What follows belongs to an exercise in optimizing a design on an open flow for small area; a production flow would make more cautious choices. In this exercise RTL edits were held to simulation tests only and were not proved equivalent to the original. Power is estimated from default activity; no workload was simulated.

== before ==
==> flow/design.v <==
module ict_seq (
    input  wire        clk,
    input  wire        rst,
    input  wire        cmd_valid,
    output wire        cmd_ready,
    input  wire [2:0]  cmd_op,
    input  wire [23:0] cmd_addr,
    input  wire [15:0] cmd_len,
    input  wire [3:0]  cmd_step,
    input  wire        cmd_wide,
    input  wire        cmd_big,
    input  wire [31:0] cmd_seed,
    input  wire [15:0] cmd_mask,
    input  wire [31:0] cmd_crc,
    output wire        bus_req_valid,
    input  wire        bus_req_ready,
    output wire        bus_req_we,
    output wire [23:0] bus_req_addr,
    output wire [15:0] bus_req_wdata,
    output wire        bus_req_wide,
    input  wire        bus_rsp_valid,
    input  wire [15:0] bus_rsp_rdata,
    output wire        res_valid,
    output wire [1:0]  res_code,
    output wire [31:0] res_value,
    output wire [23:0] res_addr,
    output wire [15:0] res_exp,
    output wire [15:0] res_act,
    output wire [1:0]  res_pass
);
    localparam OP_ROMCRC   = 3'd0;
    localparam OP_ROMCHK   = 3'd1;
    localparam OP_RAMMARCH = 3'd3;
    localparam OP_RAMADDR  = 3'd4;
    localparam OP_RAMFILL  = 3'd5;
    localparam [31:0] LCG_C  = 32'd1013904223;
    localparam [31:0] LCG_C2 = 32'd3282727597;
    localparam [31:0] POLY  = 32'hEDB88320;
    localparam S_IDLE  = 4'd0;    
    localparam S_RES   = 4'd1;    
    localparam S_WNEXT = 4'd3;    
    localparam S_REQ   = 4'd4;    
    localparam S_WAIT  = 4'd5;    
    localparam S_AGO   = 4'd6;    
    localparam S_PADV  = 4'd7;    
    localparam S_RSTRT = 4'd8;    
    localparam S_GEN   = 4'd9;    
    localparam S_ADV   = 4'd10;   
    localparam S_CMP   = 4'd11;   
    localparam S_ADEC  = 4'd12;   
    localparam S_ASTEP = 4'd13;   
    localparam S_ABACK = 4'd14;   
    reg [3:0]  state;
    reg [2:0]  op;
    reg [15:0] len;        
    reg [3:0]  step;
    reg        wide;
    reg        big;
    reg [15:0] mask;       
    reg [31:0] r1;         
    reg [31:0] r2;         
    reg [8:0]  acc;        
    reg [23:0] addr;       
    reg [15:0] cnt;        
    reg [4:0]  bc;         
    reg        sp;         
    reg [4:0]  ei;         
    reg [4:0]  tj;         
    reg [1:0]  ph;         
    reg        fl;         
    reg        cy;         
    reg        bw;         
    wire [4:0] idx    = {bc[4] ^ sp, bc[3:0]};    
    wire win      = state[3];
    wire last     = (idx == 5'd31);
    wire l16      = (bc[3:0] == 4'd15);           
    wire l32      = (bc == 5'd31);                
    wire is_march = (op == OP_RAMMARCH);
    wire is_addr  = (op == OP_RAMADDR);
    wire is_crc   = (op == OP_ROMCRC) || (op == OP_ROMCHK);
    wire is_fill  = (op == OP_RAMFILL);
    wire accept   = cmd_valid && cmd_ready;
    wire [15:0] wmask = wide ? 16'hFFFF : 16'h00FF;
    wire [15:0] cmask = mask & wmask;
    wire [4:0]  stride = wide ? {step, 1'b0} : {1'b0, step};
    wire [15:0] pat  = r2[31:16] & wmask;
    wire        hit  = (ei == tj);
    wire [4:0]  inc  = ((state == S_ASTEP) ? ei : tj) + 5'd1;
    wire [15:0] expv = is_march ? pat : (hit ? mask : 16'd0);
    wire [15:0] expm = expv & cmask;
    wire [15:0] actm = bus_rsp_rdata & cmask;
    wire        bad  = |(actm ^ expm);
    wire        fail = (state == S_WAIT) && bus_rsp_valid && (is_march || is_addr) && bad;
    wire        we = is_fill || (is_march && !ph[0]) || (is_addr && ph != 2'd2);
    assign cmd_ready     = (state == S_IDLE) || (state == S_RES);
    assign bus_req_valid = (state == S_REQ);
    assign bus_req_we    = we;
    assign bus_req_addr  = addr;
    assign bus_req_wide  = wide;
    assign bus_req_wdata = is_addr ? ((ph == 2'd1) ? cmask : 16'd0) : pat;
    assign res_valid = (state == S_RES) || fail;
    assign res_code  = {op == 3'd7, fail || (op == OP_ROMCHK && fl)};
    assign res_value = r2;
    assign res_addr  = addr;
    assign res_exp   = expm;
    assign res_act   = actm;
    assign res_pass  = {ph[1], ~ph[1]};
    wire [4:0]  sd     = idx - {4'd0, wide};
    wire        y_str  = (sd[4:2] == 3'd0) && step[sd[1:0]];
    wire [3:0]  kk     = ei[4] ? 4'd0 : ei[3:0];
    wire        k_bit  = (idx == {1'b0, kk});
    wire        n_bit  = !idx[4] && len[0];
    reg         a_en, a_sub, a_mul;
    always @(*) begin
        a_en = 1'b0; a_sub = 1'b0; a_mul = 1'b0;
        case (state)
        S_RSTRT: begin a_en = (ph != 2'd0); a_sub = 1'b1; a_mul = 1'b1; end
        S_CMP:   begin a_en = 1'b1; a_sub = 1'b1; a_mul = 1'b1; end
        S_ADV:   a_en = 1'b1;
        S_ASTEP: begin a_en = 1'b1; a_mul = 1'b1; end
        S_ABACK: begin a_en = !ei[4]; a_sub = 1'b1; a_mul = 1'b1; end
        default: ;
        endcase
    end
    wire        lp     = (tj[1:0] == 2'd1);     
    wire        lcg_on = (state == S_GEN) || (state == S_ADV && is_march);
    wire [8:0]  lcg_f  = lp ? 9'd479 : tj[1] ? 9'd25 : 9'd139;
    wire        lcg_c  = lcg_on && lp && (ph[1] ? LCG_C2[idx] : LCG_C[idx]);
    wire [8:0]  m_k    = lcg_on ? lcg_f : {4'd0, stride};
    wire        m_x    = lcg_on ? r2[0] : is_addr ? k_bit : n_bit;
    wire [9:0]  m_t    = {1'b0, acc} + (m_x ? {1'b0, m_k} : 10'd0) + {9'd0, lcg_c};
    wire        a_y   = (a_mul ? m_t[0] : y_str) ^ a_sub;
    wire        a_ci  = (idx == 5'd0) ? a_sub : cy;
    wire        a_s   = addr[0] ^ a_y ^ a_ci;
    wire        a_co  = (addr[0] & a_y) | (addr[0] & a_ci) | (a_y & a_ci);
    wire        a_shift = a_en && (idx < 5'd24);
    wire        crc_d  = mask[{idx[3] ^ (big & wide), idx[2:0]}];
    wire        crc_g  = r2[0] ^ crc_d;
    wire        crc_on = (state == S_ADV) && is_crc && !idx[4] && (wide || !idx[3]);
    wire        adec  = (state == S_ADEC);
    wire        d_src = (state == S_RSTRT) ? len[0] : adec ? len[1] : cnt[0];
    wire        d_dec = (state == S_ADV) || adec;
    wire        d_bi  = (idx == (adec ? 5'd15 : 5'd0)) ? 1'b1 : bw;
    wire        d_on  = adec ? (idx[4] ^ (idx[3:0] == 4'd15)) :
                        (state == S_RSTRT || state == S_ADV) && !idx[4];
    wire        d_clr = (state == S_ASTEP) && (bc[3:0] == ei[3:0]);
    wire        d_out = d_clr ? 1'b0 : !d_on ? cnt[0] : d_dec ? (d_src ^ d_bi) : d_src;
    always @(posedge clk) begin
        acc <= !win || last ? 9'd0 : m_t[9:1];
        cy  <= a_co;
        bw  <= d_bi & ~d_src;
        len <= accept ? cmd_len : {len[0], len[15:1]};
        r1  <= accept ? ((cmd_op == OP_ROMCHK) ? cmd_crc : cmd_seed) : {r1[0], r1[31:1]};
        bc  <= accept ? 5'd0 : bc + 5'd1;
        cnt <= {d_out, cnt[15:1]};
        if (accept) addr <= cmd_addr;
        else if (a_shift) addr <= {a_s, addr[23:1]};
    end
    always @(posedge clk) begin
        if (state == S_RSTRT)
            r2 <= {(is_march & (r1[0] ^ ph[1])) | (is_fill & r1[16]), r2[31:1]};
        else if (lcg_on)
            r2 <= {m_t[0], r2[31:1]};
        else if (crc_on)
            r2 <= {crc_g, r2[31:1] ^ (POLY[30:0] & {31{~crc_g}})};
        else if (state == S_CMP)
            r2 <= {r2[0], r2[31:1]};
        if (!win && l16) sp <= !bc[4];
        if (accept) sp <= 1'b0;
        case (state)
        S_IDLE, S_RES: begin
            state <= S_IDLE;
            if (cmd_valid) begin
                op    <= cmd_op;
                step  <= cmd_step;
                wide  <= cmd_wide;
                big   <= cmd_big;
                mask  <= cmd_mask;
                ph    <= 2'd0;
                ei    <= 5'd31;
                tj    <= 5'd31;
                fl    <= 1'b0;
                if (cmd_op == 3'd7) state <= S_RES;
                else if (cmd_op == OP_RAMADDR)
                    state <= (cmd_len == 16'd0) ? S_RES : S_ADEC;
                else state <= S_RSTRT;
            end
        end
        S_RSTRT: if (last) state <= is_march ? S_GEN : S_WNEXT;
        S_GEN, S_ADV: begin
            if (lcg_on) begin
                if (last) begin
                    tj    <= lp ? 5'd31 : inc;
                    state <= lp ? S_WNEXT : S_GEN;
                end
            end else if (idx == 5'd23) state <= S_WNEXT;
        end
        S_WNEXT: begin
            if (cnt != 16'd0) state <= S_REQ;
            else if (is_march && ph != 2'd3) begin
                if (l32) begin
                    ph    <= ph + 2'd1;
                    state <= S_RSTRT;
                end
            end else if (op == OP_ROMCHK) begin
                if (l32) state <= S_CMP;
            end else state <= S_RES;
        end
        S_REQ: begin
            if (bus_req_ready) begin
                if (!we) state <= S_WAIT;
                else if (!is_addr) state <= S_PADV;
                else begin
                    case (ph)
                    2'd1:    begin ph <= 2'd2; state <= S_PADV; end
                    2'd3:    begin ph <= 2'd1; tj <= inc; state <= S_AGO; end
                    default: begin fl <= 1'b1; state <= S_AGO; end
                    endcase
                end
            end
        end
        S_WAIT: begin
            if (is_crc) mask <= bus_rsp_rdata;    
            if (bus_rsp_valid) begin
                if (fail) state <= S_IDLE;
                else if (is_addr) begin
                    fl    <= 1'b1;
                    state <= S_AGO;
                end else state <= S_PADV;
            end
        end
        S_PADV: if (l16) state <= is_addr ? S_ABACK : S_ADV;
        S_CMP: begin
            if (r2[0] != r1[0]) fl <= 1'b1;
            if (last) state <= S_RES;
        end
        S_ADEC: if (last) state <= S_AGO;
        S_AGO: begin
            if (ph[0]) begin
                if (hit) state <= S_REQ;
                else if (cnt == 16'd0) state <= S_RES;
                else if (l16) state <= S_ASTEP;
            end else if (!fl) begin
                state <= S_REQ;                 
            end else if (l16) begin
                if (cnt == 16'd0) begin
                    ph    <= ph + 2'd1;         
                    state <= S_ABACK;
                end else begin
                    state <= S_ASTEP;
                end
            end
        end
        S_ASTEP: begin
            if (last) begin
                ei    <= inc;
                fl    <= 1'b0;
                state <= S_AGO;
            end
        end
        S_ABACK: begin
            if (last) begin
                ei    <= 5'd31;
                fl    <= 1'b0;
                state <= S_ADEC;
            end
        end
        default: state <= S_IDLE;
        endcase
        if (rst) state <= S_IDLE;
    end
endmodule
export LEC_CHECK = 0
export CAP_MARGIN = 0
export CORE_MARGIN = 2
export CORE_UTILIZATION = 30
export PLACE_DENSITY = 0.6
export SLEW_MARGIN = 0
create_clock -name core_clock -period 10.0 [get_ports {clk}]
standard.sh (not shown) runs the stock make flow with config.mk's settings and CLKGATE_MAP_FILE= SYNTH_SCRIPT=/design/flow/synth_recipe.tcl, a recipe that flattens the netlist after the stock synthesis.
==> flow/flow/run.sh <==
#!/bin/bash
# The standard layout (standard.sh: ORFS with the standard flow's synthesis script),
# with three layout settings changed through the ORFS environment:
#  - synthesis maps the logic with ABC's area-oriented mapper (amap) instead
#    of ORFS's delay-oriented script; every other step, and every register
#    with its name and cell type, is as in the standard synthesis;
#  - the port buffers use the smallest buffer cell (sky130_fd_sc_hd__buf_1);
#  - the clock tree uses clkbuf_8 buffers and no dummy loads.
# make's full output goes to standard.log; ORFS keeps each step's log
# under orfs/logs.
set -eo pipefail
here=$(pwd)
rm -rf "$here/orfs_scripts"
cp -r "$FLOW_HOME/scripts" "$here/orfs_scripts"
printf '%s\n' strash '&get -n' '&fraig -x' '&put' scorr dc2 strash 'dch -f' 'amap -m' \
    > "$here/orfs_scripts/abc_speed.script"
export SCRIPTS_DIR="$here/orfs_scripts"
export BUFFER_PORTS_ARGS="-buffer_cell sky130_fd_sc_hd__buf_1"
export CTS_ARGS="-sink_clustering_enable -repair_clock_nets -dont_use_dummy_load -buf_list sky130_fd_sc_hd__clkbuf_8"
bash standard.sh > standard.log 2>&1
> inputs changed (before -> after)
--- a/flow/design.v
+++ b/flow/design.v
@@ -56,13 +56,13 @@
     reg [3:0]  step;
     reg        wide;
     reg        big;
     reg [15:0] mask;       
     reg [31:0] r1;         
     reg [31:0] r2;         
-    reg [8:0]  acc;        
+    reg [11:0] acc;        
     reg [23:0] addr;       
     reg [15:0] cnt;        
     reg [4:0]  bc;         
     reg        sp;         
     reg [4:0]  ei;         
     reg [4:0]  tj;         
@@ -102,36 +102,35 @@
     assign res_code  = {op == 3'd7, fail || (op == OP_ROMCHK && fl)};
     assign res_value = r2;
     assign res_addr  = addr;
     assign res_exp   = expm;
     assign res_act   = actm;
     assign res_pass  = {ph[1], ~ph[1]};
-    wire [4:0]  sd     = idx - {4'd0, wide};
-    wire        y_str  = (sd[4:2] == 3'd0) && step[sd[1:0]];
     wire [3:0]  kk     = ei[4] ? 4'd0 : ei[3:0];
-    wire        k_bit  = (idx == {1'b0, kk});
+    wire [5:0]  sd     = {1'b0, idx} - {2'd0, kk} - {5'd0, wide};
+    wire        y_str  = (sd[5:2] == 4'd0) && step[sd[1:0]];
     wire        n_bit  = !idx[4] && len[0];
     reg         a_en, a_sub, a_mul;
     always @(*) begin
         a_en = 1'b0; a_sub = 1'b0; a_mul = 1'b0;
         case (state)
         S_RSTRT: begin a_en = (ph != 2'd0); a_sub = 1'b1; a_mul = 1'b1; end
         S_CMP:   begin a_en = 1'b1; a_sub = 1'b1; a_mul = 1'b1; end
         S_ADV:   a_en = 1'b1;
-        S_ASTEP: begin a_en = 1'b1; a_mul = 1'b1; end
-        S_ABACK: begin a_en = !ei[4]; a_sub = 1'b1; a_mul = 1'b1; end
+        S_ASTEP: a_en = 1'b1;
+        S_ABACK: begin a_en = !ei[4]; a_sub = 1'b1; end
         default: ;
         endcase
     end
-    wire        lp     = (tj[1:0] == 2'd1);     
+    wire        lp     = !tj[0];
     wire        lcg_on = (state == S_GEN) || (state == S_ADV && is_march);
-    wire [8:0]  lcg_f  = lp ? 9'd479 : tj[1] ? 9'd25 : 9'd139;
+    wire [11:0] lcg_f  = lp ? 12'd479 : 12'd3475;
     wire        lcg_c  = lcg_on && lp && (ph[1] ? LCG_C2[idx] : LCG_C[idx]);
-    wire [8:0]  m_k    = lcg_on ? lcg_f : {4'd0, stride};
-    wire        m_x    = lcg_on ? r2[0] : is_addr ? k_bit : n_bit;
-    wire [9:0]  m_t    = {1'b0, acc} + (m_x ? {1'b0, m_k} : 10'd0) + {9'd0, lcg_c};
+    wire [11:0] m_k    = lcg_on ? lcg_f : {7'd0, stride};
+    wire        m_x    = lcg_on ? r2[0] : n_bit;
+    wire [12:0] m_t    = {1'b0, acc} + (m_x ? {1'b0, m_k} : 13'd0) + {12'd0, lcg_c};
     wire        a_y   = (a_mul ? m_t[0] : y_str) ^ a_sub;
     wire        a_ci  = (idx == 5'd0) ? a_sub : cy;
     wire        a_s   = addr[0] ^ a_y ^ a_ci;
     wire        a_co  = (addr[0] & a_y) | (addr[0] & a_ci) | (a_y & a_ci);
     wire        a_shift = a_en && (idx < 5'd24);
     wire        crc_d  = mask[{idx[3] ^ (big & wide), idx[2:0]}];
@@ -143,13 +142,13 @@
     wire        d_bi  = (idx == (adec ? 5'd15 : 5'd0)) ? 1'b1 : bw;
     wire        d_on  = adec ? (idx[4] ^ (idx[3:0] == 4'd15)) :
                         (state == S_RSTRT || state == S_ADV) && !idx[4];
     wire        d_clr = (state == S_ASTEP) && (bc[3:0] == ei[3:0]);
     wire        d_out = d_clr ? 1'b0 : !d_on ? cnt[0] : d_dec ? (d_src ^ d_bi) : d_src;
     always @(posedge clk) begin
-        acc <= !win || last ? 9'd0 : m_t[9:1];
+        acc <= !win || last ? 12'd0 : m_t[12:1];
         cy  <= a_co;
         bw  <= d_bi & ~d_src;
         len <= accept ? cmd_len : {len[0], len[15:1]};
         r1  <= accept ? ((cmd_op == OP_ROMCHK) ? cmd_crc : cmd_seed) : {r1[0], r1[31:1]};
         bc  <= accept ? 5'd0 : bc + 5'd1;
         cnt <= {d_out, cnt[15:1]};
@@ -187,13 +186,13 @@
             end
         end
         S_RSTRT: if (last) state <= is_march ? S_GEN : S_WNEXT;
         S_GEN, S_ADV: begin
             if (lcg_on) begin
                 if (last) begin
-                    tj    <= lp ? 5'd31 : inc;
+                    tj[0] <= !tj[0];
                     state <= lp ? S_WNEXT : S_GEN;
                 end
             end else if (idx == 5'd23) state <= S_WNEXT;
         end
         S_WNEXT: begin
             if (cnt != 16'd0) state <= S_REQ;
Results
Final clock skew for after is lower than for before.
Peak ir drop on the vdd network was higher in the run labelled before.
Relative to before, average cell area after synthesis has gone up in after.
after ends up with a measured slew at the worst slew-check pin that is 31 ps higher than in before.
Via-per-instance ratio for after: 0.68% down relative to before
after against before; area after synthesis is up by a few percent.
[compare] base=before new=after: worst setup timing slack at the placement stage lower; area fraction of clock buffers and clock inverters roughly the same; routed wire length lower; final critical delay including setup and external delays higher; number of signal-net inverters in the final layout higher.
Compared before against after; effective utilization at floorplan within noise.
On synthesized-area fraction occupied by ao, oa, aoi and oai cells, before and after are neck and neck.

-- re-timing with driven ports --
How much do the figures lean on ideal ports? The routed layouts below were timed once more, with nothing changed but the port constraints. Step 1: set_driving_cell puts a clkbuf_16 on clk and a buf_2 on each other input, an assumption about the parent block. Step 2 times the ports against the registers' clock, not the clock port: input delays grow and output delays shrink by t, the midpoint of the rising clock arrivals with the driver on. Slacks: ideal ports / drivers / drivers and shift; pairs: ideal ports / drivers.
| run | shift t [ns] | setup slack, ns | hold slack, ns |
|---|---|---|---|
| before | 0.494 | 3.266 / 3.219 / 3.713 | 0.328 / 0.328 / 0.328 |
| after | 0.482 | 3.043 / 2.997 / 3.479 | 0.347 / 0.347 / 0.347 |
After both steps setup and hold are still met in every run listed.
